Context: an optimization exercise on an open-source flow, tuned for small area, a short achievable clock period and few clock cycles. The choices shown serve that exercise and are no tape-out recipe. Where RTL was checked, it was by simulation tests only, not by an equivalence proof against the original. No functional check of the RTL was part of runs 3 to 5. Power and IR drop assume default switching activity.

<file path="run.sh">
#!/bin/bash
# synth_recipe.tcl (not shown) runs the flow's synth.tcl, then flattens the netlist and writes it again
# the make line also repeats each setting of config.mk as NAME=value (left out here)
make -C /OpenROAD-flow-scripts/flow DESIGN_CONFIG=/design/flow/config.mk WORK_HOME=/design/flow/orfs CLKGATE_MAP_FILE= SYNTH_SCRIPT=/design/flow/synth_recipe.tcl finish
</file>
<file path="config.mk">
export PLATFORM = sky130hd
export DESIGN_NAME = bayer_unpack
export DESIGN_NICKNAME = bayer_unpack
export VERILOG_FILES = /design/flow/design.v
export SDC_FILE = /design/flow/constraint.sdc
export NUM_CORES = 4
export LEC_CHECK = 0
export CAP_MARGIN = 20
export CORE_MARGIN = 2
export CORE_UTILIZATION = 55
export CTS_BUF_LIST = sky130_fd_sc_hd__clkbuf_8
export SETUP_SLACK_MARGIN = 3.5
export SLEW_MARGIN = 20
</file>
<file path="constraint.sdc">
create_clock -name core_clock -period 8.0 [get_ports {clk}]
set_input_delay 1.6000 -clock core_clock [delete_from_list [all_inputs] [get_ports {clk}]]
set_output_delay 1.6000 -clock core_clock [all_outputs]
set_load 0.01 [all_outputs]
</file>
<file path="design.v">
module bayer_unpack (
    input  wire        clk,
    input  wire        rst,             
    input  wire        start,
    input  wire [11:0] cfg_width,
    input  wire [11:0] cfg_height,
    input  wire [31:0] cfg_mode,
    input  wire [15:0] cfg_stride,
    input  wire [31:0] cfg_src_len,
    output wire [1:0]  state,
    output wire [3:0]  err,
    output wire [3:0]  errfield,
    output wire [12:0] row,
    output wire [31:0] fault_addr,
    output wire        src_req,
    output wire [31:0] src_addr,
    input  wire        src_gnt,
    input  wire        src_rvalid,
    input  wire [7:0]  src_rdata,
    output wire        dst_we,
    output wire [25:0] dst_addr,
    output wire [7:0]  dst_wdata,
    input  wire        dst_ready
);
    localparam integer DD = 4;    
    localparam integer TD = 3;    
    localparam integer ED = 4;    
    localparam [1:0] ST_IDLE = 2'd0, ST_RUN = 2'd1, ST_DONE = 2'd2, ST_FAIL = 2'd3;
    localparam [3:0] PH_PI  = 4'd0,  PH_PRE = 4'd1,  PH_FLT = 4'd2,  PH_FLT2 = 4'd3,
                     PH_WI0 = 4'd4,  PH_WI1 = 4'd5,  PH_RS  = 4'd6,  PH_RUN  = 4'd7,
                     PH_Z   = 4'd8,  PH_T1  = 4'd9,  PH_T2  = 4'd10, PH_END  = 4'd11,
                     PH_PI1 = 4'd12;
    function [31:0] add32;
        input [31:0] a, b;
        input        ci;
        reg   [31:0] g, p, gg, pp, gn, pn;
        integer l, i, j;
        begin
            g = a & b;
            p = a ^ b;
            gg = g;
            pp = p;
            gg[0] = g[0] | (p[0] & ci);
            for (l = 0; l < 5; l = l + 1) begin
                gn = gg;
                pn = pp;
                for (i = 0; i < 32; i = i + 1)
                    if (((i >> l) & 1) == 1) begin
                        j = ((i >> l) << l) - 1;
                        gn[i] = gg[i] | (pp[i] & gg[j]);
                        pn[i] = pp[i] & pp[j];
                    end
                gg = gn;
                pp = pn;
            end
            add32 = p ^ {gg[30:0], ci};
        end
    endfunction
    function gt32;
        input [31:0] a, b;
        reg   [31:0] g, p, gg, pp, gn, pn;
        integer l, i, j;
        begin
            g = a & ~b;
            p = ~(a ^ b);
            gg = g;
            pp = p;
            for (l = 0; l < 5; l = l + 1) begin
                gn = gg;
                pn = pp;
                for (i = 0; i < 32; i = i + 1)
                    if (((i >> l) & 1) == 1) begin
                        j = ((i >> l) << l) - 1;
                        gn[i] = gg[i] | (pp[i] & gg[j]);
                        pn[i] = pp[i] & pp[j];
                    end
                gg = gn;
                pp = pn;
            end
            gt32 = gg[31];
        end
    endfunction
    function [31:0] inc32;
        input [31:0] x;
        reg   [31:0] pp, pn;
        integer l, i, j;
        begin
            pp = x;
            for (l = 0; l < 5; l = l + 1) begin
                pn = pp;
                for (i = 0; i < 32; i = i + 1)
                    if (((i >> l) & 1) == 1) begin
                        j = ((i >> l) << l) - 1;
                        pn[i] = pp[i] & pp[j];
                    end
                pp = pn;
            end
            inc32 = x ^ {pp[30:0], 1'b1};
        end
    endfunction
    reg [11:0] w_q, h_q;
    reg        p12_q, cmp_q, bin_q, snz_q;
    reg [3:0]  sel_q;         
    reg [15:0] stride_q;
    reg [16:0] rb_q;          
    reg [28:0] sl_q;          
    reg [1:0]  st_q;
    reg [1:0]  err_q;
    reg        fgeo_q;
    reg [12:0] row_q;
    reg [3:0]  ph_q;
    wire [7:0] in_prec = cfg_mode[7:0];
    wire [3:0] in_sel  = cfg_mode[19:16];
    wire       prec_ok = (in_prec == 8'd10) || (in_prec == 8'd12);
    wire [8:0] geom_prod = cfg_width[2:0] * cfg_height[2:0] * in_prec[2:0];
    wire       geom_ok = (geom_prod[2:0] == 3'd0);
    wire       start_ok = start && (st_q != ST_RUN);
    wire [4:0]  swb  = cmp_q ? (p12_q ? 5'd12 : 5'd10) : 5'd16;
    wire [31:0] rb_c = add32({15'd0, w_q, 5'd0} & {32{~cmp_q}} | {16'd0, w_q, 4'd0} & {32{cmp_q}},
                             cmp_q ? (p12_q ? {17'd0, w_q, 3'd0} : {18'd0, w_q, 2'd0}) : 32'd0,
                             1'b0);
    wire [18:0] pitch = snz_q ? {stride_q, 3'b000} : {2'b00, rb_q};
    wire        bdr = sel_q[1] | sel_q[0];
    wire        bdc = sel_q[1] | (~sel_q[0] & sel_q[3]);
    reg [31:0] bp;            
    reg        sec;           
    reg [11:0] xc;            
    reg        hf;            
    reg        rp;            
    reg        zr;            
    reg        rq_v;          
    wire [1:0]  pat_full = rp ? {sel_q[0], sel_q[1]} : {sel_q[2], sel_q[3]};
    wire [1:0]  pat_cur  = bin_q ? 2'b10 : pat_full;
    reg [DD-1:0] dcnt;        
    reg [DD-1:0] ocnt;        
    reg [TD-1:0] tcnt;        
    reg [ED-1:0] ecnt;        
    reg [7:0]  dmem [0:DD-1];
    reg [3:0]  tmem [0:TD-1];
    reg        emem [0:ED-1];
    reg        hw;            
    reg [7:0]  prev;          
    wire [2:0] o      = bp[2:0];
    wire       two    = (o != 3'd0);
    wire       isemit = sec || !two;
    wire       acc    = rq_v && src_gnt;
    wire       acc_e  = acc && isemit;
    reg        xc_one;        
    wire       pair_done = bin_q || hf || (pat_cur != 2'b11);
    wire       last_pos  = pair_done && xc_one;
    wire       step2     = bin_q || (pat_cur != 2'b11);
    wire       o_fits    = cmp_q && (p12_q ? (o[2] == 1'b0) : (o[2:1] != 2'b11));
    wire       share     = sec && !step2 && !last_pos && o_fits;
    wire [3:0] thead   = tmem[0];
    wire       rx_emit = src_rvalid && thead[3];
    wire [15:0] rwin   = {src_rdata, prev};
    wire [7:0] aligned = (thead[2:0] == 3'd0) ? src_rdata : (rwin >> thead[2:0]);
    wire       ehead   = emem[0];
    wire [1:0] wpat    = ehead ? {sel_q[0], sel_q[1]} : {sel_q[2], sel_q[3]};
    wire       w_isd   = bin_q || (hw ? wpat[0] : wpat[1]);
    wire       w_pres  = ecnt[0] && (!w_isd || dcnt[0]);
    wire       w_acc   = w_pres && dst_ready;
    wire       pop_d   = w_acc && w_isd;
    wire       pop_e   = w_acc && (bin_q || hw);
    reg [31:0] xop;
    reg        cin;
    reg [3:0]  ph_n;
    reg        bp_en;
    reg        push_e;
    wire       use_dbl = last_pos ? (step2 && pat_cur != 2'b01) : step2;
    wire       minus8  = last_pos ? sec : (sec && !share);
    reg  [5:0] stps;
    always @(*) begin
        case ({cmp_q, p12_q, use_dbl, minus8})
            4'b1000: stps = 6'd10;   4'b1001: stps = 6'd2;
            4'b1010: stps = 6'd20;   4'b1011: stps = 6'd12;
            4'b1100: stps = 6'd12;   4'b1101: stps = 6'd4;
            4'b1110: stps = 6'd24;   4'b1111: stps = 6'd16;
            4'b0000, 4'b0100: stps = 6'd16;
            4'b0001, 4'b0101: stps = 6'd8;
            4'b0010, 4'b0110: stps = 6'd32;
            default:          stps = 6'd24;
        endcase
    end
    wire [31:0] bp_sum = add32(bp, xop, cin);
    wire [3:0] ph_row = bin_q ? PH_RUN :
                        (pat_full == 2'b00) ? PH_Z : (pat_full == 2'b01) ? PH_RS : PH_RUN;
    wire        pre_end = (row_q == {h_q, 1'b0});
    wire        hi_bad  = gt32(bp, {sl_q, 3'b000});
    always @(*) begin
        xop    = 32'd0;
        cin    = 1'b0;
        bp_en  = 1'b0;
        ph_n   = ph_q;
        push_e = 1'b0;
        case (ph_q)
            PH_PI: begin
                ph_n = PH_PI1;
            end
            PH_PI1: begin
                xop = {15'd0, rb_q}; bp_en = 1'b1; ph_n = PH_PRE;
            end
            PH_PRE: begin
                xop = {13'd0, pitch};
                if (pre_end) ph_n = PH_WI0;
                else if (hi_bad) ph_n = PH_FLT;
                else bp_en = 1'b1;
            end
            PH_FLT: begin
                xop = {15'h7fff, ~rb_q}; cin = 1'b1; bp_en = 1'b1; ph_n = PH_FLT2;
            end
            PH_WI0: begin
                ph_n = (bin_q && bdr) ? PH_WI1 : (bin_q ? PH_RUN : ph_row);
            end
            PH_WI1: begin
                xop = {13'd0, pitch}; bp_en = 1'b1; ph_n = PH_RUN;
            end
            PH_RS: begin
                xop = {27'd0, swb}; bp_en = 1'b1; ph_n = PH_RUN;
            end
            PH_RUN: begin
                bp_en = acc;
                if (!isemit) xop = 32'd8;
                else xop = {26'd0, stps};
                push_e = acc && isemit && pair_done;
                if (acc && isemit && last_pos) ph_n = PH_T1;
            end
            PH_Z: begin
                if (!ecnt[ED-1] || pop_e) begin
                    push_e = 1'b1;
                    if (xc_one) ph_n = PH_T1;
                end
            end
            PH_T1: begin
                xop = bin_q ? {12'd0, pitch, 1'b0} : {13'd0, pitch};
                bp_en = 1'b1;
                ph_n = pre_end ? PH_END : zr ? ph_row : PH_T2;
            end
            PH_T2: begin
                xop = {15'h7fff, ~rb_q}; cin = 1'b1; bp_en = 1'b1;
                ph_n = ph_row;
            end
            default: ;
        endcase
    end
    wire [DD-1:0] ocnt_n = (acc_e && !pop_d) ? {ocnt[DD-2:0], 1'b1} :
                           (!acc_e && pop_d) ? {1'b0, ocnt[DD-1:1]} : ocnt;
    wire [TD-1:0] tcnt_n = (acc && !src_rvalid) ? {tcnt[TD-2:0], 1'b1} :
                           (!acc && src_rvalid) ? {1'b0, tcnt[TD-1:1]} : tcnt;
    wire [ED-1:0] ecnt_n = (push_e && !pop_e) ? {ecnt[ED-2:0], 1'b1} :
                           (!push_e && pop_e) ? {1'b0, ecnt[ED-1:1]} : ecnt;
    wire [DD-1:0] dcnt_n = (rx_emit && !pop_d) ? {dcnt[DD-2:0], 1'b1} :
                           (!rx_emit && pop_d) ? {1'b0, dcnt[DD-1:1]} : dcnt;
    wire [DD-1:0] d_free = ~dcnt & {dcnt[DD-2:0], 1'b1};
    wire [DD-1:0] d_last = dcnt & ~{1'b0, dcnt[DD-1:1]};
    wire [TD-1:0] t_free = ~tcnt & {tcnt[TD-2:0], 1'b1};
    wire [TD-1:0] t_last = tcnt & ~{1'b0, tcnt[TD-1:1]};
    wire [ED-1:0] e_free = ~ecnt & {ecnt[ED-2:0], 1'b1};
    wire [ED-1:0] e_last = ecnt & ~{1'b0, ecnt[ED-1:1]};
    wire row_end = (ph_q == PH_RUN && acc && isemit && last_pos) ||
                   (ph_q == PH_Z && push_e && xc_one);
    wire [31:0] sl_inc  = inc32({3'b000, sl_q});
    wire [31:0] row_inc = inc32({20'd0, row_q[12:1]});
    wire [31:0] xc_dec  = ~inc32({20'hfffff, ~xc});
    integer i;
    always @(posedge clk) begin
        if (rst) begin
            st_q   <= ST_IDLE;
            err_q  <= 2'd0;
            fgeo_q <= 1'b0;
            row_q  <= 13'd0;
            rq_v   <= 1'b0;
            dcnt   <= {DD{1'b0}};
            ocnt   <= {DD{1'b0}};
            tcnt   <= {TD{1'b0}};
            ecnt   <= {ED{1'b0}};
            hw     <= 1'b0;
        end else if (start_ok) begin
            w_q      <= cfg_width;
            h_q      <= cfg_height;
            p12_q    <= (in_prec == 8'd12);
            cmp_q    <= cfg_mode[8];
            sel_q    <= in_sel;
            bin_q    <= cfg_mode[20];
            stride_q <= cfg_stride;
            snz_q    <= (cfg_stride != 16'd0);
            sl_q     <= (cfg_src_len[31:29] != 3'd0) ? 29'h1fffffff : cfg_src_len[28:0];
            row_q    <= 13'd0;
            bp       <= 32'd512;
            ph_q     <= PH_PI;
            rp       <= 1'b0;
            hw       <= 1'b0;
            fgeo_q   <= 1'b0;
            err_q    <= 2'd0;
            if (in_sel == 4'd0) begin
                st_q <= ST_FAIL; err_q <= 2'd1;
            end else if (!prec_ok) begin
                st_q <= ST_FAIL; err_q <= 2'd2;
            end else if (!geom_ok) begin
                st_q <= ST_FAIL; err_q <= 2'd2; fgeo_q <= 1'b1;
            end else if (cfg_height == 12'd0 || cfg_width == 12'd0) begin
                st_q  <= ST_DONE;
                row_q <= {cfg_height, 1'b0};
            end else begin
                st_q <= ST_RUN;
            end
        end else if (st_q == ST_RUN) begin
            ph_q <= ph_n;
            if (bp_en) bp <= bp_sum;
            if (ph_q == PH_PI) rb_q <= rb_c[16:0];
            if (ph_q == PH_PRE && !pre_end && !hi_bad)
                row_q <= row_q[0] ? {row_inc[11:0], 1'b0} : {row_q[12:1], 1'b1};
            if (ph_q == PH_FLT2) begin
                if (hi_bad) sl_q <= bp[31:3];
                st_q  <= ST_FAIL;
                err_q <= 2'd3;
            end
            if (ph_q == PH_WI0) begin
                bp <= 32'd512 + (p12_q ? 32'd4 : 32'd2) +
                      ((bin_q && bdc) ? {27'd0, swb} : 32'd0);
                sl_q  <= 29'd0;
                row_q <= 13'd0;
            end
            if (ph_q == PH_WI0 || ph_q == PH_T1 || ph_q == PH_T2) begin
                xc  <= w_q;
                xc_one <= (w_q == 12'd1);
                sec <= 1'b0;
                hf  <= 1'b0;
            end
            if (ph_q == PH_RS) hf <= 1'b1;
            if ((ph_q == PH_T1 && zr) || ph_q == PH_T2 || ph_q == PH_WI0)
                zr <= !bin_q && (ph_row == PH_Z);
            if (ph_q == PH_RUN && acc) begin
                if (!isemit) sec <= 1'b1;
                else begin
                    sec <= share;
                    if (pat_cur == 2'b11) hf <= ~hf;
                    if (pair_done) begin
                        xc <= xc_dec[11:0];
                        xc_one <= (xc == 12'd2);
                    end
                end
            end
            if (ph_q == PH_Z && push_e) begin
                xc <= xc_dec[11:0];
                xc_one <= (xc == 12'd2);
            end
            if (row_end) begin
                rp <= ~rp;
                if (bin_q || row_q[0]) row_q <= {row_inc[11:0], 1'b0};
                else                   row_q <= {row_q[12:1], 1'b1};
            end
            rq_v <= (ph_n == PH_RUN) && !ocnt_n[DD-1] && !tcnt_n[TD-1] && !ecnt_n[ED-1];
            for (i = 0; i < TD; i = i + 1) begin
                if (src_rvalid) begin
                    if (acc && t_last[i]) tmem[i] <= {isemit, o};
                    else if (i < TD - 1) tmem[i] <= tmem[i + 1];
                end else if (acc && t_free[i]) tmem[i] <= {isemit, o};
            end
            tcnt <= tcnt_n;
            ocnt <= ocnt_n;
            if (src_rvalid) prev <= src_rdata;
            for (i = 0; i < DD; i = i + 1) begin
                if (pop_d) begin
                    if (rx_emit && d_last[i]) dmem[i] <= aligned;
                    else if (i < DD - 1) dmem[i] <= dmem[i + 1];
                end else if (rx_emit && d_free[i]) dmem[i] <= aligned;
            end
            dcnt <= dcnt_n;
            for (i = 0; i < ED; i = i + 1) begin
                if (pop_e) begin
                    if (push_e && e_last[i]) emem[i] <= rp;
                    else if (i < ED - 1) emem[i] <= emem[i + 1];
                end else if (push_e && e_free[i]) emem[i] <= rp;
            end
            ecnt <= ecnt_n;
            if (w_acc) begin
                sl_q <= sl_inc[28:0];
                hw   <= !bin_q && !hw;
            end
            if (ph_q == PH_END && !ecnt_n[0]) begin
                st_q <= ST_DONE;
                rq_v <= 1'b0;
            end
        end
    end
    assign state      = st_q;
    assign err        = {2'b00, err_q};
    assign errfield   = (err_q == 2'd1) ? 4'd1 : (err_q == 2'd2) ? (fgeo_q ? 4'd3 : 4'd2) : 4'd0;
    assign row        = row_q;
    assign fault_addr = (err_q == 2'd3) ? {3'b000, sl_q} : 32'd0;
    assign src_req    = rq_v;
    assign src_addr   = {3'b000, bp[31:3]};
    assign dst_we     = (st_q == ST_RUN) && w_pres;
    assign dst_addr   = sl_q[25:0];
    assign dst_wdata  = w_isd ? dmem[0] : 8'd0;
endmodule
</file>
==> qor.csv, run 1 <==
stage;metric;value;unit
sta;worst_slew_pin_slew;1087;ps
setup_path;critPathMaxStageDelay;610;ps
cells_and_area;stdcell_area;19230;um^2
grt;grt_pass1_vias;12799;
sta;maxSlewViolCount;0;
setup_path;cpLargestDelayFamily;buffers and inverters;
yosys;synth.top_cell.area_share;0.3678;
grt;antenna_found_initial;0;
drt;drtIter0Drc;882;
clock_network;clkLatencyLatePin;560;ps
drt;num_vias;13401;
floorplanning;die_area;31080;um^2
sta;fin_crit;4366;ps
setup_path;critPathSlowestCell;clkdlybuf4s50_1;
drt;wl;43010;um
yosys;netlist_top_cells_area;edfxtp_1, ha_1, dfxtp_1, mux2_2, a21oi_1;
sta;maxSlewHeadroom;0.2745;
cells_and_area;sequential_cell_area;6706;um^2
cells_and_area;nFillCells;2461;
grt;grt_overflow;0;
clock_network;cts.htree.levels;2;
cells_and_area;final_common_cell;clkdlybuf4s50_1;
clock_network;cts_buffers;43;
yosys;synth-edff-count;200;
yosys;synth_top_area_cell;edfxtp_1;
clock_network;cts-root-buf;clkbuf_8;
yosys;synth_top_flop_cell;edfxtp_1;
yosys;synth.distinct_cells;97;
drt;drc;0;
pwr;ir_drop;134.6;uV
sta;max_freq;229.0;MHz
worst_hold_path;hp-class;flop to flop;
drt;postRouteAntennaNets;0;
cells_and_area;final_cell_mix;clkdlybuf4s50_1, edfxtp_1, nor2_1;
clock_network;clock-sinks;235;
clock_network;path_clk_slew;60;ps
sta;final-hold-violation-count;0;
setup_path;required;6400;ps
clock_network;cts.path.max_buffers;3;
pwr;p_per_area;168.9;nW/um^2
pwr;leakage;7.448;nW
drt;firstDrtPassIters;5;
yosys;syn_area;16330;um^2
yosys;syn_avg_cell_area;9.668;um^2
cells_and_area;drive_gt1_frac;0.1089;
floorplanning;fp.dieW;176.3;um
grt;grt_use_total;0.2749;
floorplanning;ios;241;
setup_path;path_max_fanout;8;
floorplanning;core-area;29400;um^2
yosys;syn_inst;1689;
placed_design;dpl_cell_area;18270;um^2
placed_design;gp_congestion;0.9045;
yosys;async_flop_share;0;
sta;final-setup-viol-count;0;
cells_and_area;nets;2073;
yosys;ys_seq_area_frac;0.4107;
floorplanning;rows;63;
yosys;ys_seq_elements;235;
grt;grt_pass1_wl;68480;um
cells_and_area;syn2layout_area_growth;17.78;%
sta;hold_slack;505.8;ps
clock_network;tritoncts;done;
sta;fin_crit_sh;0.5458;
sta;tns;0;ps
sta;rsz0062_at_grt;false;
drt;vias_per_cell;5.898;
job;maxCapViolCount;0;
status;status;no timing/DRC/antenna violations;
floorplanning;initial_core_util;0.5554;
drt;wl_per_cell;18.93;um
setup_path;cp_num_buf_inv;1;
floorplanning;fp.dieH;176.3;um
cells_and_area;diodes;0;
setup_path;end_kind;output port;
cells_and_area;multiInputGateArea;8552;um^2
setup_path;cp_cell_sequence;mux4_2 -> nor2_4 -> nor2_2 -> nor3_1 -> clkdlybuf4s50_1;
placed_design;hpwl;31310;um
setup_path;critical_path_class;flop to output port;
setup_path;start_kind;flop;
setup_path;crit_arrival;2770;ps
grt;grt_start_max_net_pins;49;
yosys;yosys_warnings;4;
placed_design;io_buffers;212;
sta;fin_skew;31.88;ps
## repair_timing
action	4_1_cts	5_1_grt
endpoints found under the setup margin	15	25
hold buffers	0	0
pin swaps	1	0
endpoints found under the hold margin	0	0
resized for setup	3	11
setup buffers	5	11
## worst paths after layout
| check | start | end | slack (ps) | cells after the start |
|---|---|---|---|---|
| setup / recovery | sel_q[1] | dst_we | 3630 | 5 |
| hold / removal | ocnt[0] | ocnt[0] | 510 | 2 |
| setup reg to reg | sel_q[1] | bp[29] | 3820 | 17 |
| hold reg to reg | ocnt[0] | ocnt[0] | 510 | 2 |
## power by group
part	internal [W]	leakage (nW)	total [W]	switching (W)
registers	0.00141	2.13	0.00149	0.0000810
logic	0.000313	4.86	0.000674	0.000362
clock network	0.000570	0.466	0.00108	0.000511
## sequential cells by signal, summed over array words and instances, names as in the netlist, 2 cells and up
register,count
rb_q,15
prev,7
stride_q,16
h_q,12
row_q,13
ecnt,4
st_q,2
dmem,32
sel_q,4
ocnt,4
bp,32
sl_q,29
err_q,2
tmem,12
emem,4
w_q,12
dcnt,4
xc,12
tcnt,3
ph_q,4
## logic make-up after synthesis
logic type | after synthesis | share of synthesized area
other | 1 | 0.0002296
adder cells (fa/ha/maj) | 105 | 0.08490
flip-flops | 235 | 0.4107
AO/OA/AOI/OAI | 402 | 0.1635
AND/OR/NAND/NOR | 575 | 0.1771
XOR/XNOR | 67 | 0.03594
multiplexers | 81 | 0.05685
buffers and inverters | 223 | 0.07080
## through the flow
stage,setup WS [ps],util,std cells,power [W]
floorplan,3525,-,1698,0.001954
global placement,3140,0.6215,2180,0.002157
detailed placement,3071,0.6215,2180,0.002174
CTS,3541,0.6498,2261,0.003251
global route,3483,0.6542,2272,0.003405
finish,3634,0.6542,2272,0.003248
## synth_stat cells (5+ instances only)
cell and n:
nor4_1 22, nand3_1 51, a221oi_2 5, nand4_1 8, or2_2 7, a22oi_1 5, a32o_1 8, nand3b_1 6
a311oi_1 6, o21ai_0 87, buf_4 68, mux2_2 54, buf_6 7, o21ai_1 6, nor3_1 25, dfxtp_1 35
nor2_1 154, and3_1 51, xnor2_1 38, a31oi_1 21, ha_1 94, nor2b_1 33, buf_2 8, fa_1 10
a21o_1 14, nor3b_1 5, and2_1 20, edfxtp_1 200, clkbuf_1 49, or3_1 7, o211ai_1 28, nand2b_1 17
mux2i_1 23, nand2_1 140, a21oi_1 118, inv_1 83, o31ai_1 6, xor2_1 29, a211oi_1 31, a22o_1 10
o21a_1 6
## tightest hold or removal path, cell delays in order, from the launching register on
cell and delay [ps]:
dfxtp_1 310, nor2_1 100, a211oi_1 50
## area by class of cell
type / count / area share
clock buffer: 47 / 0.03363
timing repair buffer: 244 / 0.1226
inverter: 87 / 0.01737
clock inverter: 29 / 0.007741
tap: 390 / 0.02537
sequential: 235 / 0.3487
multi-input combinational: 1240 / 0.4446
## metal layers
| metal | share of wire | global-route usage | wire length [um] | vias up |
|---|---|---|---|---|
| li1 | - | - | - | 6449 |
| met1 | 0.44 | 0.3738 | 18910 | 6460 |
| met2 | 0.48 | 0.4623 | 20640 | 439 |
| met3 | 0.067 | 0.04371 | 2877 | 53 |
| met4 | 0.014 | 0.06577 | 583 | 0 |
| met5 | 0 | 0 | 0 | - |
Testbench counts, summed over its fixed seeds: cycles 45,817.
==> run 2: changes to the inputs <==
--- a/config.mk
+++ b/config.mk
@@ -8,6 +8,6 @@
 export CAP_MARGIN = 20
 export CORE_MARGIN = 2
-export CORE_UTILIZATION = 55
-export CTS_BUF_LIST = sky130_fd_sc_hd__clkbuf_8
-export SETUP_SLACK_MARGIN = 3.5
+export CORE_UTILIZATION = 65
+export CTS_BUF_LIST = sky130_fd_sc_hd__clkbuf_4 sky130_fd_sc_hd__clkbuf_8
+export SETUP_SLACK_MARGIN = 4
 export SLEW_MARGIN = 20
==> run 2 against run 1 <==
Effect of this change:
- still clean on timing, DRC and antenna
- synthesized cell count is the same
- count of clock-buffer cells in the layout grew 11
- critical path depth grew 9
- clock skew shrank 5.4 ps
- synthesized area is the same
- register-to-register slack gained 230 ps
- fmax grew 10%
- via count grew 5.0%
- core utilization grew 13 points
- flip-flop and latch count is the same
- sequential power is essentially flat
- die area shrank 15%
- largest cell class unchanged
==> qor.csv, run 2 <==
stage;metric;value;unit
pwr;p_sw_frac;0.2941;
clock_network;cts_hold_buf;0;
sta;final-setup-viol-count;0;
yosys;synth.top_cell.area_share;0.3678;
pwr;p_switching;0.0009768;W
placed_design;hpwl;30530;um
pwr;power_frac_seq;0.448;
drt;num_vias;14067;
yosys;ys_seq_elements;235;
grt;grt_start_max_net_pins;49;
clock_network;cts.htree.levels;2;
floorplanning;fp.dieH;162.5;um
cells_and_area;nFillCells;1636;
grt;grt_overflow;0;
drt;vias_per_cell;6.311;
yosys;synth.distinct_cells;97;
cells_and_area;nets;2091;
setup_path;r2r-start;sel_q[3];
clock_network;path_clk_slew;60;ps
yosys;synthSimpleGateAreaFrac;0.1771;
grt;grt_pass1_wl;68330;um
yosys;synth.most_common_cell;edfxtp_1;
cells_and_area;finish.utilization;0.7860;
pwr;leakage;7.653;nW
drt;wl;44510;um
worst_hold_path;hp-class;flop to flop;
cells_and_area;final_cell_mix;clkdlybuf4s50_1, edfxtp_1, nor2_1;
yosys;synth-edff-count;200;
setup_path;required;8300;ps
drt;drtIter0Drc;1363;
cells_and_area;final_common_cell;clkdlybuf4s50_1;
pwr;power_frac_comb;0.218;
cells_and_area;stdcell_area;19560;um^2
grt;antenna_found_initial;0;
status;status;no timing/DRC/antenna violations;
floorplanning;ios;241;
sta;fin_skew;26.51;ps
worst_hold_path;holdCritStartpoint;ocnt[0];
sta;worst_slew_pin_slew;990.9;ps
placed_design;gp_congestion;0.9147;
yosys;yosys-top-cells-count;edfxtp_1, nor2_1, nand2_1, a21oi_1, ha_1;
worst_hold_path;worstHoldEndpoint;ocnt[0];
sta;final-hold-violation-count;0;
yosys;async_flop_share;0;
clock_network;cts.path.max_buffers;3;
clock_network;cts_buffers;41;
pwr;p_per_area;169.8;nW/um^2
setup_path;regToRegSetupSlack;4050;ps
worst_hold_path;whs_path_depth;2;
job;maxCapViolCount;0;
floorplanning;die_area;26410;um^2
yosys;synth_compound_area_frac;0.1635;
yosys;syn_area;16330;um^2
sta;maxSlewViolCount;0;
setup_path;crit_arrival;4250;ps
drt;wl_per_cell;19.97;um
grt;grt_use_total;0.3235;
setup_path;end_kind;flop;
yosys;yosys.area_share.xor_xnor;0.03594;
setup_path;start_kind;flop;
yosys;ys_seq_area_frac;0.4107;
sta;maxSlewHeadroom;0.3370;
yosys;synth_top_area_cell;edfxtp_1;
yosys;syn_avg_cell_area;9.668;um^2
sta;fin_crit_sh;0.4940;
floorplanning;fp.dieW;162.5;um
floorplanning;initial_core_util;0.6560;
floorplanning;core-area;24890;um^2
clock_network;clock-sinks;235;
clock_network;cts-root-buf;clkbuf_8;
cells_and_area;drive_gt1_frac;0.1406;
pwr;ir_drop;128.1;uV
cells_and_area;syn2layout_area_growth;19.81;%
clock_network;clkLatencyLatePin;570;ps
drt;drc;0;
yosys;synth.area.mux_share;0.05685;
setup_path;path_max_fanout;5;
sta;max_freq;253.0;MHz
placed_design;dpl_cell_area;18170;um^2
drt;postRouteAntennaNets;0;
yosys;netlist_top_cells_area;edfxtp_1, ha_1, dfxtp_1, mux2_2, a21oi_1;
pwr;finalPower;0.003321;W
yosys;synth_fa_ha_area_frac;0.08490;
placed_design;io_buffers;212;
cells_and_area;top_regs;bp (32), dmem (32), sl_q (29);
drt;firstDrtPassIters;5;
setup_path;critical_path_class;flop to flop;
floorplanning;rows;58;
pwr;cellInternalPower;0.002344;W
clock_network;tritoncts;done;
placed_design;place_ws;3162;ps
setup_path;reg2reg_to;bp[22];
sta;fin_crit;3952;ps
grt;grt_pass1_vias;13212;
yosys;syn_inst;1689;
yosys;synth_top_flop_cell;edfxtp_1;
yosys;synth_top_family_by_area;simple AND/OR/NAND/NOR gates;
sta;tns;0;ps
setup_path;crit_path_start;sel_q[3];
cells_and_area;diodes;0;
yosys;yosys_warnings;4;
pwr;power_frac_clock;0.334;
sta;final_critical_path_setup_slack;4048;ps
sta;rsz0062_at_grt;true;
setup_path;worstRegToRegCells;14;
## run 2: cell counts after synthesis
Identical to the previous run, type by type.
## run 2: kinds of logic (layout without fill, tap and decap cells)
| logic type | count (synthesis) | count (layout) |
|---|---|---|
| flops | 235 | 235 |
| simple gates | 575 | 575 |
| other cells | 1 | 10 |
| compound gates | 402 | 402 |
| xor+xnor | 67 | 67 |
| fa+ha+maj | 105 | 105 |
| mux | 81 | 81 |
| buf+inv | 223 | 424 |
## run 2: worst max-delay path by stage
stage | end | slack [ps] | cells past startpoint
2_1_floorplan | bp[22] | 4110 | 16
3_5_place_dp | bp[29] | 3160 | 16
6_report | bp[22] | 4050 | 14
5_1_grt | bp[22] | 3920 | 16
3_3_place_gp | st_q[1] | 3190 | 14
4_1_cts | bp[29] | 3980 | 17
## run 2: critical path, cell delays in order, from the launching register on
cell	delay, ps
edfxtp_1	480
buf_4	190
mux2_2	250
a31o_2	280
or3_1	370
o31ai_1	230
ha_1	320
a21oi_2	190
o211ai_1	220
o21ai_4	280
a21oi_1	90
or3_4	370
a31oi_1	200
xor2_1	160
nor2_1	60
## run 2: metal layers
metal	vias to the layer above	routed length, um	GRT usage
met1	6727	17870	0.4210
li1	6494	-	-
met3	110	3692	0.04686
met5	-	0	0
met2	736	21720	0.5573
met4	0	1224	0.1094
## run 2: timing repair
action,in CTS,in global routing
setup buffers,26,11
gates cloned,0,2
hold endpoints to repair,0,0
endpoints found under the setup margin,59,65
pin swaps,2,18
gates resized for setup,24,50
## run 2: area by class of cell
type	instances	area, um^2	area share
multi-input cells	1240	8731	0.4463
flip-flops and latches	235	6709	0.3429
repair buffers	264	2570	0.1314
clock buffers	58	704.4	0.03601
well taps	330	412.9	0.02111
inverters	87	334.1	0.01708
clock inverters	15	102.6	0.005244
## run 2: per-stage QoR
| step | cells | hold slack [ps] |
|---|---|---|
| 4_1_cts | 2216 | 503.6 |
| 5_1_grt | 2229 | 544.7 |
| 3_5_place_dp | 2117 | 496.7 |
| 2_1_floorplan | 1698 | 420.6 |
| 6_report | 2229 | 503.1 |
| 3_3_place_gp | 2117 | 474.7 |
## run 2: power groups by stage
| stage | clock [W] | combinational, W | sequential, W |
|---|---|---|---|
| after floorplan | 0 | 0.000475 | 0.00148 |
| after global placement | 0 | 0.000626 | 0.00152 |
| after detailed placement | 0 | 0.000649 | 0.00152 |
| after CTS | 0.00112 | 0.000682 | 0.00149 |
| after global routing | 0.00116 | 0.000790 | 0.00150 |
| final | 0.00111 | 0.000723 | 0.00149 |
==> run 3: changes to the inputs <==
--- a/design.v
+++ b/design.v
@@ -168,19 +168,33 @@
     reg        bp_en;
     reg        push_e;
-    wire       use_dbl = last_pos ? (step2 && pat_cur != 2'b01) : step2;
-    wire       minus8  = last_pos ? sec : (sec && !share);
-    reg  [5:0] stps;
-    always @(*) begin
-        case ({cmp_q, p12_q, use_dbl, minus8})
-            4'b1000: stps = 6'd10;   4'b1001: stps = 6'd2;
-            4'b1010: stps = 6'd20;   4'b1011: stps = 6'd12;
-            4'b1100: stps = 6'd12;   4'b1101: stps = 6'd4;
-            4'b1110: stps = 6'd24;   4'b1111: stps = 6'd16;
-            4'b0000, 4'b0100: stps = 6'd16;
-            4'b0001, 4'b0101: stps = 6'd8;
-            4'b0010, 4'b0110: stps = 6'd32;
-            default:          stps = 6'd24;
-        endcase
-    end
+    function [5:0] runxop;
+        input       sec_i;
+        input [2:0] o_i;
+        input       hf_i, xc1_i, step2_i, pat01_i, cmp_i, p12_i;
+        reg         isem, lastp, fits, shr, dbl, m8;
+        reg   [5:0] st;
+        begin
+            isem  = sec_i | (o_i == 3'd0);
+            lastp = xc1_i & (hf_i | step2_i);
+            fits  = cmp_i & (p12_i ? !o_i[2] : (o_i[2:1] != 2'b11));
+            shr   = sec_i & !step2_i & !lastp & fits;
+            dbl   = lastp ? (step2_i & !pat01_i) : step2_i;
+            m8    = lastp ? sec_i : (sec_i & !shr);
+            case ({cmp_i, p12_i, dbl, m8})
+                4'b1000: st = 6'd10;   4'b1001: st = 6'd2;
+                4'b1010: st = 6'd20;   4'b1011: st = 6'd12;
+                4'b1100: st = 6'd12;   4'b1101: st = 6'd4;
+                4'b1110: st = 6'd24;   4'b1111: st = 6'd16;
+                4'b0000, 4'b0100: st = 6'd16;
+                4'b0001, 4'b0101: st = 6'd8;
+                4'b0010, 4'b0110: st = 6'd32;
+                default:          st = 6'd24;
+            endcase
+            runxop = isem ? st : 6'd8;
+        end
+    endfunction
+    reg  [5:0] xs_q;
+    wire       pat01 = (pat_cur == 2'b01);
+    wire [4:0] wi0_lo = (p12_q ? 5'd4 : 5'd2) + ((bin_q && bdc) ? swb : 5'd0);
     wire [31:0] bp_sum = add32(bp, xop, cin);
     wire [3:0] ph_row = bin_q ? PH_RUN :
@@ -221,6 +235,5 @@
             PH_RUN: begin
                 bp_en = acc;
-                if (!isemit) xop = 32'd8;
-                else xop = {26'd0, stps};
+                xop = {26'd0, xs_q};
                 push_e = acc && isemit && pair_done;
                 if (acc && isemit && last_pos) ph_n = PH_T1;
@@ -263,4 +276,27 @@
     wire [31:0] row_inc = inc32({20'd0, row_q[12:1]});
     wire [31:0] xc_dec  = ~inc32({20'hfffff, ~xc});
+    reg        n_sec, n_hf, n_xc1;
+    reg  [2:0] n_o;
+    wire [2:0] o_emit = o + xs_q[2:0];
+    always @(*) begin
+        n_sec = sec; n_o = o; n_hf = hf; n_xc1 = xc_one;
+        if (ph_q == PH_RUN) begin
+            if (acc) begin
+                if (!isemit) n_sec = 1'b1;
+                else begin
+                    n_sec = share;
+                    n_o   = o_emit;
+                    n_hf  = (pat_cur == 2'b11) ? ~hf : hf;
+                    n_xc1 = pair_done ? (xc == 12'd2) : xc_one;
+                end
+            end
+        end else begin
+            n_sec = 1'b0;
+            n_o   = (ph_q == PH_WI0) ? wi0_lo[2:0] : bp_sum[2:0];
+            n_hf  = (ph_q == PH_RS);
+            n_xc1 = (w_q == 12'd1);
+        end
+    end
+    wire [5:0] xs_n = runxop(n_sec, n_o, n_hf, n_xc1, step2, pat01, cmp_q, p12_q);
     integer i;
     always @(posedge clk) begin
@@ -308,4 +344,5 @@
             ph_q <= ph_n;
             if (bp_en) bp <= bp_sum;
+            xs_q <= xs_n;
             if (ph_q == PH_PI) rb_q <= rb_c[16:0];
             if (ph_q == PH_PRE && !pre_end && !hi_bad)
@@ -317,6 +354,5 @@
             end
             if (ph_q == PH_WI0) begin
-                bp <= 32'd512 + (p12_q ? 32'd4 : 32'd2) +
-                      ((bin_q && bdc) ? {27'd0, swb} : 32'd0);
+                bp <= {22'd0, 5'b10000, wi0_lo};
                 sl_q  <= 29'd0;
                 row_q <= 13'd0;
--- a/config.mk
+++ b/config.mk
@@ -8,6 +8,5 @@
 export CAP_MARGIN = 20
 export CORE_MARGIN = 2
-export CORE_UTILIZATION = 65
-export CTS_BUF_LIST = sky130_fd_sc_hd__clkbuf_4 sky130_fd_sc_hd__clkbuf_8
+export CORE_UTILIZATION = 40
 export SETUP_SLACK_MARGIN = 4
 export SLEW_MARGIN = 20
==> run 3 against run 2 <==
Effect of this change:
- still clean on timing, DRC and antenna
- critical path depth decreased by 2
- power is 21% higher
- clock skew decreased by 6.8 ps
- die area is 67% higher
- register-to-register slack worse by 150 ps
- via count rose by 4.7%
- count of clock-buffer cells in the layout is 28 lower
- critical path type unchanged
- largest cell class unchanged
- largest power group unchanged
==> qor.csv, run 3 <==
stage;metric;value;unit
setup_path;path_max_fanout;6;
placed_design;dpl_cell_area;19160;um^2
grt;antenna_found_initial;0;
cells_and_area;drive_gt1_frac;0.1489;
yosys;syn_area;16960;um^2
setup_path;required;8320;ps
clock_network;clkLatencyLatePin;570;ps
grt;grt_pass1_wl;78950;um
drt;wl;50610;um
job;maxCapViolCount;0;
floorplanning;rows;75;
yosys;syn_avg_cell_area;9.473;um^2
grt;grt_pass1_vias;14251;
setup_path;cp_num_buf_inv;0;
setup_path;critPathSlowestCell;edfxtp_1;
worst_hold_path;holdCritStartpoint;fgeo_q;
sta;worst_slew_pin_slew;1033;ps
yosys;syn_inst;1790;
grt;grt_use_total;0.2228;
sta;fin_crit_sh;0.5123;
yosys;yosys-top-cells-count;edfxtp_1, nor2_1, nand2_1, a21oi_1;
cells_and_area;nets;2191;
yosys;yosys_warnings;4;
cells_and_area;final_common_cell;edfxtp_1;
drt;postRouteAntennaNets;0;
grt;grt_overflow;0;
cells_and_area;stdcell_area;21230;um^2
clock_network;cts_hold_buf;0;
sta;maxSlewViolCount;0;
setup_path;r2r-start;ph_q[2];
drt;drc;0;
setup_path;crit_arrival;4420;ps
setup_path;regToRegSetupSlack;3900;ps
worst_hold_path;hp-class;flop to flop;
floorplanning;initial_core_util;0.4051;
setup_path;cpLargestDelayFamily;simple AND/OR/NAND/NOR gates;
yosys;synth-edff-count;205;
drt;wl_per_cell;19.92;um
clock_network;cts_buffers;29;
clock_network;clock-sinks;240;
placed_design;io_buffers;212;
floorplanning;fp.dieH;209.9;um
yosys;synth.top_cell.area_share;0.3630;
drt;vias_per_cell;5.796;
drt;firstDrtPassIters;5;
setup_path;cp_common_cell;a2111oi_4;
cells_and_area;final_cell_mix;edfxtp_1, clkdlybuf4s50_1, nor2_1;
status;status;no timing/DRC/antenna violations;
pwr;ir_drop;153.5;uV
drt;drtIter0Drc;1304;
sta;final-setup-viol-count;0;
worst_hold_path;worstHoldEndpoint;fgeo_q;
setup_path;reg2reg_to;bp[25];
floorplanning;die_area;44050;um^2
yosys;ys_seq_area_frac;0.4044;
grt;grt_start_max_net_pins;51;
floorplanning;ios;241;
clock_network;cts-root-buf;clkbuf_16;
pwr;p_per_area;189.0;nW/um^2
yosys;synth_top_flop_cell;edfxtp_1;
sta;final-hold-violation-count;0;
sta;tns;0;ps
sta;maxSlewHeadroom;0.3113;
sta;max_freq;244.0;MHz
yosys;netlist_top_cells_area;edfxtp_1, ha_1, dfxtp_1, nor2_1, mux2_2;
clock_network;tritoncts;done;
setup_path;start_kind;flop;
yosys;ys_seq_elements;240;
setup_path;critical_path_class;flop to flop;
clock_network;cts.path.max_buffers;3;
setup_path;end_kind;flop;
sta;fin_crit;4098;ps
setup_path;critPathMaxStageDelay;550;ps
sta;fin_skew;19.68;ps
cells_and_area;diodes;0;
clock_network;cts.htree.levels;1;
pwr;leakage;8.147;nW
drt;num_vias;14727;
yosys;synth_top_area_cell;edfxtp_1;
floorplanning;fp.dieW;209.9;um
setup_path;worstRegToRegCells;12;
cells_and_area;syn2layout_area_growth;25.18;%
placed_design;hpwl;35680;um
worst_hold_path;whs_path_depth;2;
setup_path;cp_cell_sequence;or3b_4 -> xnor2_2 -> ha_2 -> a21o_1 -> fa_2 -> a211o_1 -> a2111oi_4 -> or4_4 -> a2111oi_4 -> or4_1 -> mux2_2 -> mux2i_1;
floorplanning;core-area;41850;um^2
yosys;synth.most_common_cell;edfxtp_1;
yosys;async_flop_share;0;
placed_design;gp_congestion;0.8760;
yosys;synth.distinct_cells;91;
clock_network;path_clk_slew;60;ps
cells_and_area;top_regs;bp (32), dmem (32), sl_q (29);
sta;rsz0062_at_grt;true;
[run 3: how the worst max path moves through the flow]
| stage | endpoint | cells past startpoint | startpoint |
|---|---|---|---|
| finish | bp[25] | 12 | ph_q[2] |
| global route | bp[27] | 14 | ph_q[3] |
| CTS | bp[25] | 13 | ph_q[1] |
| detailed placement | rq_v | 12 | src_gnt |
| global placement | rq_v | 12 | src_gnt |
| floorplan | bp[25] | 16 | ph_q[0] |
[run 3: layout make-up]
| class | count | area [um^2] |
|---|---|---|
| repair buffers | 296 | 2814 |
| clock inverters | 24 | 300.3 |
| well taps | 539 | 674.4 |
| flip-flops and latches | 240 | 6859 |
| repair inverters | 1 | 5.005 |
| clock buffers | 30 | 729.5 |
| multi-input cells | 1322 | 9493 |
| fillers | 3830 | 20630 |
| inverters | 89 | 351.6 |
[run 3: metal layers]
layer / vias to the layer above / track usage / share of wire
met5: - / 0 / 0
met4: 0 / 0.05796 / 0.026
met3: 84 / 0.02843 / 0.057
met2: 495 / 0.3731 / 0.47
met1: 7147 / 0.3052 / 0.44
li1: 7001 / - / -
[run 3: worst reg2reg max path: stages, from the launching register on]
cell       delay, ps
edfxtp_1         550
or3b_4           500
xnor2_2          160
ha_2             180
a21o_1           160
fa_2             370
a211o_1          360
a2111oi_4        340
or4_4            220
a2111oi_4        110
or4_1            520
mux2_2           290
mux2i_1          120
[run 3: power breakdown]
part           switching, W  internal, W  total, W  leakage, nW
combinational      0.000545     0.000460   0.00101         5.50
sequential         0.000114      0.00147   0.00158         2.16
clock              0.000564     0.000861   0.00142        0.486
[run 3: metrics by stage]
step	std cells	worst slack [ps]	hold slack (ps)	utilization	power [W]
after floorplan	1799	3827	424.4	-	0.002187
final	2541	3902	475.9	0.5072	0.004012
after global placement	2414	2760	459.2	0.4577	0.002469
after CTS	2513	3853	480.6	0.4961	0.003979
after detailed placement	2415	2719	471.1	0.4578	0.002487
after global routing	2541	3786	492.3	0.5072	0.004189
[run 3: kinds of logic (layout without fill, tap and decap cells)]
| kind of cell | count (synthesis) | count (layout) | share of synthesized area |
|---|---|---|---|
| xor gates and xnor gates | 63 | 63 | 0.03254 |
| and+or+nand+nor | 644 | 648 | 0.1902 |
| buffers and inverters | 242 | 440 | 0.06877 |
| DFF | 240 | 240 | 0.4044 |
| AOI/OAI and AO/OA | 408 | 409 | 0.1657 |
| adders and majority gates | 94 | 94 | 0.07335 |
| muxes | 98 | 98 | 0.06479 |
| other | 1 | 10 | 0.0002212 |
[run 3: repair_timing]
| action | 4_1_cts | 5_1_grt |
|---|---|---|
| setup buffers | 40 | 26 |
| setup endpoints to repair | 95 | 54 |
| pin swaps | 25 | 32 |
| gates cloned | 4 | 2 |
| resized for setup | 70 | 60 |
==> run 4: changes to the inputs <==
--- a/config.mk
+++ b/config.mk
@@ -9,4 +9,4 @@
 export CORE_MARGIN = 2
 export CORE_UTILIZATION = 40
-export SETUP_SLACK_MARGIN = 4
+export SETUP_SLACK_MARGIN = 5
 export SLEW_MARGIN = 20
==> run 4 against run 3 <==
Effect of this change:
- final cell count increased by 7.8%
- routed wire length grew 15%
- synthesized area stayed put
- non-clock buffer count is 196 higher
- synthesized cell count stayed put
- final area up 13%
- clock power is 4% lower
- clock skew is 2.1 ps higher
- register-to-register slack lost 100 ps
- sequential power hardly changed
- power is 6.6% higher
- largest cell class unchanged
- highest routed layer unchanged
- global-route usage up 2.5 points
==> qor.csv, run 4 <==
stage;metric;value;unit
status;status;no timing/DRC/antenna violations;
grt;antenna_found_initial;1;
grt;grt_start_max_net_pins;43;
clock_network;tritoncts;done;
floorplanning;fp.dieW;209.9;um
clock_network;cts_hold_buf;0;
cells_and_area;final_cell_mix;edfxtp_1, buf_4, nor2_1;
yosys;netlist_top_cells_area;edfxtp_1, ha_1, dfxtp_1, nor2_1, mux2_2;
yosys;syn_area;16960;um^2
job;maxCapViolCount;0;
yosys;synth-edff-count;205;
drt;firstDrtPassIters;5;
floorplanning;die_area;44050;um^2
drt;drtIter0Drc;1308;
yosys;syn_inst;1790;
yosys;synth_top_area_cell;edfxtp_1;
setup_path;crit_arrival;4540;ps
cells_and_area;finish.utilization;0.5741;
clock_network;cts_buffers;30;
drt;wl_per_cell;21.33;um
floorplanning;ios;241;
yosys;synth.top_cell.area_share;0.3630;
clock_network;cts-root-buf;clkbuf_16;
sta;final-setup-viol-count;0;
setup_path;path_max_fanout;5;
floorplanning;rows;75;
sta;worst_slew_pin_slew;888.5;ps
grt;grt_pass1_wl;86240;um
drt;postRouteAntennaNets;0;
floorplanning;core-area;41850;um^2
drt;vias_per_cell;5.836;
yosys;ys_seq_elements;240;
worst_hold_path;hp-class;flop to flop;
cells_and_area;top_regs;bp (32), dmem (32), sl_q (29);
clock_network;cts.htree.levels;1;
sta;final-hold-violation-count;0;
pwr;p_per_area;178.1;nW/um^2
sta;fin_crit_sh;0.5247;
pwr;ir_drop;143.3;uV
placed_design;hpwl;35860;um
yosys;yosys-top-cells-count;edfxtp_1, nor2_1, nand2_1, a21oi_1;
yosys;syn_avg_cell_area;9.473;um^2
cells_and_area;nets;2387;
yosys;async_flop_share;0;
clock_network;clock-sinks;240;
clock_network;clkLatencyLatePin;590;ps
yosys;ys_seq_area_frac;0.4044;
yosys;synth.distinct_cells;91;
drt;wl;58430;um
sta;maxSlewViolCount;0;
sta;tns;0;ps
grt;grt_pass1_vias;15213;
grt;grt_overflow;0;
pwr;leakage;9.565;nW
placed_design;gp_congestion;0.8833;
setup_path;start_kind;flop;
sta;maxSlewHeadroom;0.4077;
floorplanning;fp.dieH;209.9;um
yosys;synth_top_flop_cell;edfxtp_1;
yosys;yosys_warnings;4;
sta;rsz0062_at_grt;true;
floorplanning;initial_core_util;0.4051;
clock_network;cts.path.max_buffers;3;
drt;drc;0;
placed_design;io_buffers;212;
cells_and_area;final_common_cell;edfxtp_1;
drt;num_vias;15984;
cells_and_area;drive_gt1_frac;0.3147;
sta;fin_crit;4198;ps
cells_and_area;nFillCells;3587;
grt;grt_use_total;0.2476;
setup_path;required;8340;ps
setup_path;critical_path_class;flop to flop;
cells_and_area;syn2layout_area_growth;41.69;%
yosys;synth.most_common_cell;edfxtp_1;
clock_network;path_clk_slew;60;ps
setup_path;end_kind;flop;
sta;fin_skew;21.74;ps
sta;max_freq;238.2;MHz
run 4: final timing paths:
check / start / end / depth (start not counted) / slack, ps
setup / recovery: ph_q[0] / bp[25] / 13 / 3800
hold / removal: st_q[0] / st_q[0] / 2 / 490
setup reg to reg: ph_q[0] / bp[25] / 13 / 3800
hold reg to reg: st_q[0] / st_q[0] / 2 / 490
run 4: through the flow:
step	setup slack [ps]	std cells	cell area, um^2	hold WS, ps	power [W]
final	3802	2739	24030	493.2	0.004278
after global routing	3690	2739	24030	520.1	0.004450
after CTS	3885	2652	22420	505.5	0.004098
after detailed placement	2987	2410	19440	497.7	0.002516
after global placement	3019	2410	19440	481.9	0.002493
after floorplan	3770	1799	17500	424.4	0.002220
run 4: critical path, cell delays in order, from the launching register on:
cell and delay [ps]:
edfxtp_1 500, buf_4 180, or3b_4 410, xnor2_2 150, ha_2 170, a21o_1 170
fa_2 350, a211o_1 350, a2111oi_4 390, or4_4 230, a2111oi_4 120, or4_4 510
mux2_4 290, mux2i_1 110
run 4: final cells by class:
cell class,count,area (um^2),area share
Multi-Input combinational cell,1321,10320,0.4296
Sequential cell,240,6885,0.2866
Timing Repair Buffer,492,4792,0.1995
Clock buffer,37,787.0,0.03276
Tap cell,539,674.4,0.02807
Inverter,89,365.4,0.01521
Clock inverter,19,188.9,0.007864
Timing Repair inverter,1,7.507,0.0003125
Antenna cell,1,2.502,0.0001042
run 4: routing by layer:
layer  global-route usage  up-vias  share of wire
met5                    0        -              0
met4              0.08315        0          0.033
met3              0.04025      135          0.069
met2               0.4192      637           0.48
met1               0.3226     7812           0.42
li1                     -     7400              -
run 4: timing repair:
item,4_1_cts,5_1_grt
gates resized for setup,455,215
pin swaps,53,84
gates cloned,10,5
buffers inserted,176,81
endpoints found under the setup margin,446,306
run 4: cells by family after synthesis:
| group | synth area share |
|---|---|
| AOI/OAI and AO/OA | 0.1657 |
| muxes | 0.06479 |
| xor gates and xnor gates | 0.03254 |
| DFF | 0.4044 |
| and+or+nand+nor | 0.1902 |
| buffers and inverters | 0.06877 |
| adders and majority gates | 0.07335 |
| other | 0.0002212 |
run 4: where the power goes:
| part | total (W) | internal [W] | switching [W] |
|---|---|---|---|
| Combinational | 0.00136 | 0.000647 | 0.000713 |
| Sequential | 0.00155 | 0.00147 | 0.0000806 |
| Clock | 0.00137 | 0.000794 | 0.000576 |
==> run 5: changes to the inputs <==
--- a/design.v
+++ b/design.v
@@ -163,6 +163,4 @@
     wire       pop_d   = w_acc && w_isd;
     wire       pop_e   = w_acc && (bin_q || hw);
-    reg [31:0] xop;
-    reg        cin;
     reg [3:0]  ph_n;
     reg        bp_en;
@@ -194,8 +192,9 @@
         end
     endfunction
-    reg  [5:0] xs_q;
     wire       pat01 = (pat_cur == 2'b01);
     wire [4:0] wi0_lo = (p12_q ? 5'd4 : 5'd2) + ((bin_q && bdc) ? swb : 5'd0);
-    wire [31:0] bp_sum = add32(bp, xop, cin);
+    reg  [20:0] xop_q;
+    reg         cin_q;
+    wire [31:0] bp_sum = add32(bp, {{11{xop_q[20]}}, xop_q}, cin_q);
     wire [3:0] ph_row = bin_q ? PH_RUN :
                         (pat_full == 2'b00) ? PH_Z : (pat_full == 2'b01) ? PH_RS : PH_RUN;
@@ -203,6 +202,4 @@
     wire        hi_bad  = gt32(bp, {sl_q, 3'b000});
     always @(*) begin
-        xop    = 32'd0;
-        cin    = 1'b0;
         bp_en  = 1'b0;
         ph_n   = ph_q;
@@ -213,8 +210,7 @@
             end
             PH_PI1: begin
-                xop = {15'd0, rb_q}; bp_en = 1'b1; ph_n = PH_PRE;
+                bp_en = 1'b1; ph_n = PH_PRE;
             end
             PH_PRE: begin
-                xop = {13'd0, pitch};
                 if (pre_end) ph_n = PH_WI0;
                 else if (hi_bad) ph_n = PH_FLT;
@@ -222,5 +218,5 @@
             end
             PH_FLT: begin
-                xop = {15'h7fff, ~rb_q}; cin = 1'b1; bp_en = 1'b1; ph_n = PH_FLT2;
+                bp_en = 1'b1; ph_n = PH_FLT2;
             end
             PH_WI0: begin
@@ -228,17 +224,16 @@
             end
             PH_WI1: begin
-                xop = {13'd0, pitch}; bp_en = 1'b1; ph_n = PH_RUN;
+                bp_en = 1'b1; ph_n = PH_RUN;
             end
             PH_RS: begin
-                xop = {27'd0, swb}; bp_en = 1'b1; ph_n = PH_RUN;
+                bp_en = 1'b1; ph_n = PH_RUN;
             end
             PH_RUN: begin
                 bp_en = acc;
-                xop = {26'd0, xs_q};
                 push_e = acc && isemit && pair_done;
                 if (acc && isemit && last_pos) ph_n = PH_T1;
             end
             PH_Z: begin
-                if (!ecnt[ED-1] || pop_e) begin
+                if (!ecnt[ED-1]) begin
                     push_e = 1'b1;
                     if (xc_one) ph_n = PH_T1;
@@ -246,10 +241,9 @@
             end
             PH_T1: begin
-                xop = bin_q ? {12'd0, pitch, 1'b0} : {13'd0, pitch};
                 bp_en = 1'b1;
                 ph_n = pre_end ? PH_END : zr ? ph_row : PH_T2;
             end
             PH_T2: begin
-                xop = {15'h7fff, ~rb_q}; cin = 1'b1; bp_en = 1'b1;
+                bp_en = 1'b1;
                 ph_n = ph_row;
             end
@@ -278,5 +272,5 @@
     reg        n_sec, n_hf, n_xc1;
     reg  [2:0] n_o;
-    wire [2:0] o_emit = o + xs_q[2:0];
+    wire [2:0] o_emit = o + xop_q[2:0];
     always @(*) begin
         n_sec = sec; n_o = o; n_hf = hf; n_xc1 = xc_one;
@@ -299,4 +293,22 @@
     end
     wire [5:0] xs_n = runxop(n_sec, n_o, n_hf, n_xc1, step2, pat01, cmp_q, p12_q);
+    wire [20:0] op_pitch  = {2'b00, pitch};
+    wire [20:0] op_pitchr = bin_q ? {1'b0, pitch, 1'b0} : {2'b00, pitch};
+    wire [20:0] op_nrb    = {4'hf, ~rb_q};
+    reg  [20:0] xop_ph;
+    always @(*) begin
+        case (ph_n)
+            PH_PI1:         xop_ph = {4'd0, rb_c[16:0]};
+            PH_PRE, PH_WI1: xop_ph = op_pitch;
+            PH_FLT, PH_T2:  xop_ph = op_nrb;
+            PH_RS:          xop_ph = {16'd0, swb};
+            PH_T1:          xop_ph = op_pitchr;
+            default:        xop_ph = {15'd0, xs_n};
+        endcase
+    end
+    wire [20:0] xop_n = (ph_q == PH_RUN) ?
+                        (acc ? ((isemit && last_pos) ? op_pitchr : {15'd0, xs_n}) : xop_q) :
+                        xop_ph;
+    wire        cin_n = (ph_n == PH_FLT) || (ph_n == PH_T2);
     integer i;
     always @(posedge clk) begin
@@ -344,5 +356,6 @@
             ph_q <= ph_n;
             if (bp_en) bp <= bp_sum;
-            xs_q <= xs_n;
+            xop_q <= xop_n;
+            cin_q <= cin_n;
             if (ph_q == PH_PI) rb_q <= rb_c[16:0];
             if (ph_q == PH_PRE && !pre_end && !hi_bad)
--- a/config.mk
+++ b/config.mk
@@ -9,4 +9,4 @@
 export CORE_MARGIN = 2
 export CORE_UTILIZATION = 40
-export SETUP_SLACK_MARGIN = 5
+export SETUP_SLACK_MARGIN = 4
 export SLEW_MARGIN = 20
==> run 5 against run 4 <==
Effect of this change:
- still clean
- synthesized cell count rose by 0.89%
- sequential share of layout area rose by 5.4 points
- global-route usage fell by 3.4 points
- final area fell by 10%
- register-to-register slack improved by 370 ps
- clock power barely moved
- worst setup slack improved by 270 ps
- final cell count fell by 5.8%
- flip-flop and latch count rose by 16
- die area rose by 3.9%
- core utilization fell by 7.6 points
- critical path type is now input port to flop
- highest routed layer unchanged
==> qor.csv, run 5 <==
stage;metric;value;unit
yosys;synth_fa_ha_area_frac;0.08064;
placed_design;io_buffers;212;
yosys;syn_avg_cell_area;9.759;um^2
setup_path;reg2reg_to;xop_q[3];
sta;fin_crit_sh;0.4909;
setup_path;critPathMaxStageDelay;700;ps
cells_and_area;syn2layout_area_growth;22.19;%
clock_network;cts.path.max_buffers;3;
drt;postRouteAntennaNets;0;
floorplanning;core-area;43270;um^2
worst_hold_path;hp-class;flop to flop;
drt;wl_per_cell;19.51;um
placed_design;hpwl;36680;um
clock_network;path_clk_slew;60;ps
cells_and_area;top_regs;bp (32), dmem (32), sl_q (29);
grt;grt_use_total;0.2133;
grt;grt_util_met2;0.3461;
status;status;no timing/DRC/antenna violations;
worst_hold_path;worstHoldEndpoint;fgeo_q;
yosys;yosys-top-cells-count;edfxtp_1, nor2_1, nand2_1, a21oi_1, ha_1;
yosys;synth_top_area_cell;edfxtp_1;
yosys;synth_top_family_by_area;simple AND/OR/NAND/NOR gates;
setup_path;required;8490;ps
sta;rsz0062_at_grt;true;
clock_network;cts.htree.levels;1;
drt;num_vias;14507;
grt;grt_pass1_wl;78990;um
floorplanning;ios;241;
sta;final-setup-viol-count;0;
floorplanning;fp.dieW;213.9;um
pwr;p_per_area;182.5;nW/um^2
job;maxCapViolCount;0;
drt;drtIter0Drc;1060;
cells_and_area;final_common_cell;edfxtp_1;
grt;grt_overflow;0;
yosys;yosys.area_share.xor_xnor;0.03627;
setup_path;worstRegToRegCells;20;
yosys;synth.most_common_cell;edfxtp_1;
cells_and_area;finish.utilization;0.4978;
sta;fin_crit;3927;ps
grt;antenna_found_initial;1;
grt;grt_use_met1;0.2892;
drt;firstDrtPassIters;5;
yosys;async_flop_share;0;
sta;max_freq;254.7;MHz
grt;busiest_layer;met2;
setup_path;r2r-start;bin_q;
clock_network;cts_buffers;29;
cells_and_area;diodes;0;
setup_path;critPathSlowestCell;a2bb2oi_1;
cells_and_area;nets;2198;
yosys;syn_inst;1806;
yosys;synth.distinct_cells;98;
cells_and_area;drive_gt1_frac;0.1242;
setup_path;end_kind;flop;
yosys;syn_area;17630;um^2
yosys;synthSimpleGateAreaFrac;0.1721;
setup_path;path_max_fanout;22;
grt;grt_pass1_vias;14046;
cells_and_area;sequential_cell_area;7341;um^2
clock_network;tritoncts;done;
clock_network;clock-sinks;256;
drt;vias_per_cell;5.621;
drt;drc;0;
clock_network;clkLatencyLatePin;590;ps
sta;worst_slew_pin_slew;1041;ps
setup_path;start_kind;input port;
clock_network;cts-root-buf;clkbuf_16;
floorplanning;rows;76;
worst_hold_path;holdCritStartpoint;fgeo_q;
sta;final-hold-violation-count;0;
worst_hold_path;whs_path_depth;2;
grt;grt_start_max_net_pins;38;
yosys;synth_compound_area_frac;0.1650;
sta;tns;0;ps
cells_and_area;final_cell_mix;edfxtp_1, clkdlybuf4s50_1, nor2_1;
setup_path;critical_path_class;input port to flop;
cells_and_area;multiInputGateArea;9439;um^2
pwr;leakage;8.077;nW
sta;maxSlewViolCount;0;
yosys;synth.area.mux_share;0.06297;
floorplanning;fp.dieH;213.9;um
yosys;ys_seq_area_frac;0.4163;
setup_path;crit_arrival;4420;ps
yosys;ys_seq_elements;256;
floorplanning;die_area;45760;um^2
sta;fin_skew;31.21;ps
floorplanning;initial_core_util;0.4074;
yosys;synth_top_flop_cell;edfxtp_1;
yosys;yosys_warnings;4;
placed_design;gp_congestion;0.8849;
yosys;synth.top_cell.area_share;0.3765;
drt;wl;50350;um
cells_and_area;nFillCells;4022;
setup_path;cp_cell_sequence;clkdlybuf4s50_1 -> nand2_1 -> buf_4 -> nand2_2 -> a21oi_2 -> a2bb2oi_1 -> nor2_4 -> nor3_1;
yosys;synth-edff-count;221;
clock_network;cts_hold_buf;0;
setup_path;regToRegSetupSlack;4170;ps
sta;maxSlewHeadroom;0.3063;
grt;gr-usage-met3;0.03806;
pwr;ir_drop;132.0;uV
yosys;netlist_top_cells_area;edfxtp_1, ha_1, dfxtp_1, nor2_1, mux2_2;
==> run 5: logic make-up (layout without fill, tap and decap cells) <==
| logic type | count (synthesis) | count (layout) |
|---|---|---|
| muxes | 99 | 99 |
| adders and majority gates | 107 | 107 |
| and+or+nand+nor | 602 | 603 |
| AOI/OAI and AO/OA | 430 | 430 |
| DFF | 256 | 256 |
| buffers and inverters | 238 | 418 |
| other | 1 | 10 |
| xor gates and xnor gates | 73 | 73 |
==> run 5: stage by stage <==
step                hold slack (ps)  power, W  cells  instance area (um^2)  setup WS [ps]
finish                        465.0  0.003930   2581                 21540           4073
global route                  505.9  0.004112   2581                 21540           3962
CTS                           465.1  0.003931   2566                 21260           4001
detailed placement            456.0  0.002526   2492                 19920           2173
global placement              457.2  0.002510   2492                 19920           2250
floorplan                     432.1  0.002231   1815                 17690           4010
==> run 5: how the worst max path moves through the flow <==
stage               startpoint       end  cells past startpoint
CTS                    src_gnt  xop_q[3]                     14
global placement       src_gnt      rq_v                     13
detailed placement     src_gnt      rq_v                     13
finish                   start  row_q[0]                      8
floorplan              src_gnt  xop_q[3]                     13
global route          sl_q[16]  row_q[0]                     11
==> run 5: what timing repair did <==
| item | in CTS | in global routing |
|---|---|---|
| pin swaps | 8 | 11 |
| endpoints found under the hold margin | 0 | 0 |
| cloned | 2 | 1 |
| endpoints found under the setup margin | 162 | 73 |
| setup buffers | 18 | 13 |
| resized for setup | 54 | 36 |
==> run 5: worst max-delay path, delay by kind of cell <==
family | cells | cell delay [ps]
AOI/OAI and AO/OA | 2 | 1180
buffers and inverters | 2 | 750
and+or+nand+nor | 4 | 850
==> run 5: where the power goes <==
group / total, W / switching [W] / internal [W] / leakage [nW]
combinational: 0.000919 / 0.000508 / 0.000411 / 5.28
sequential: 0.00164 / 0.0000938 / 0.00155 / 2.33
clock: 0.00137 / 0.000563 / 0.000804 / 0.473
total: 0.00393 / 0.00116 / 0.00277 / 8.08
==> run 5: layer usage <==
layer,vias up,share of wire
met2,424,0.45
met4,0,0.032
met5,-,0
met3,84,0.059
met1,7000,0.45
li1,6999,-
==> run 5: final cells by class <==
class                           instances  area share
Clock buffer                           33     0.03486
Clock inverter                         21     0.01040
Inverter                               97     0.01772
Multi-Input combinational cell       1322      0.4383
Sequential cell                       256      0.3408
Tap cell                              585     0.03399
Timing Repair Buffer                  267      0.1239

[separate check: timing with driven ports]
Ports are ideal in the flow. The routed layouts listed here were re-timed in OpenROAD. Step 1 sets driving cells, clkbuf_16 on the clock port and buf_2 on the other inputs (assumed; they add their load-dependent delay and slew). Step 2 moves the port delays by t, midway between the first and last clock arrival at a register: inputs arrive t later, outputs are due t later. That takes back most of the time a late clock gives input paths. Slacks: ideal / step 1 / step 2; pairs: ideal / step 1.
| run | t (ns) | setup slack, ns | hold WS [ns] | worst register clock-pin slew, ns | cell pins on the clock port's net |
|---|---|---|---|---|---|
| run 1 | 0.596 | 3.634 / 3.586 / 3.273 | 0.506 / 0.506 / 0.506 | 0.07 / 0.07 | 1 |
| run 2 | 0.605 | 4.048 / 4.044 / 3.511 | 0.503 / 0.503 / 0.503 | 0.07 / 0.07 | 1 |
| run 3 | 0.620 | 3.902 / 3.902 / 3.539 | 0.476 / 0.476 / 0.476 | 0.06 / 0.06 | 1 |
| run 4 | 0.641 | 3.802 / 3.802 / 3.802 | 0.493 / 0.493 / 0.493 | 0.06 / 0.06 | 1 |
| run 5 | 0.627 | 4.073 / 4.032 / 3.453 | 0.465 / 0.465 / 0.465 | 0.06 / 0.06 | 1 |
After both steps every run listed still meets setup and hold. The setup slack of run 5, which loses most, moves by -0.041 ns with the drivers and by -0.620 ns with both steps.
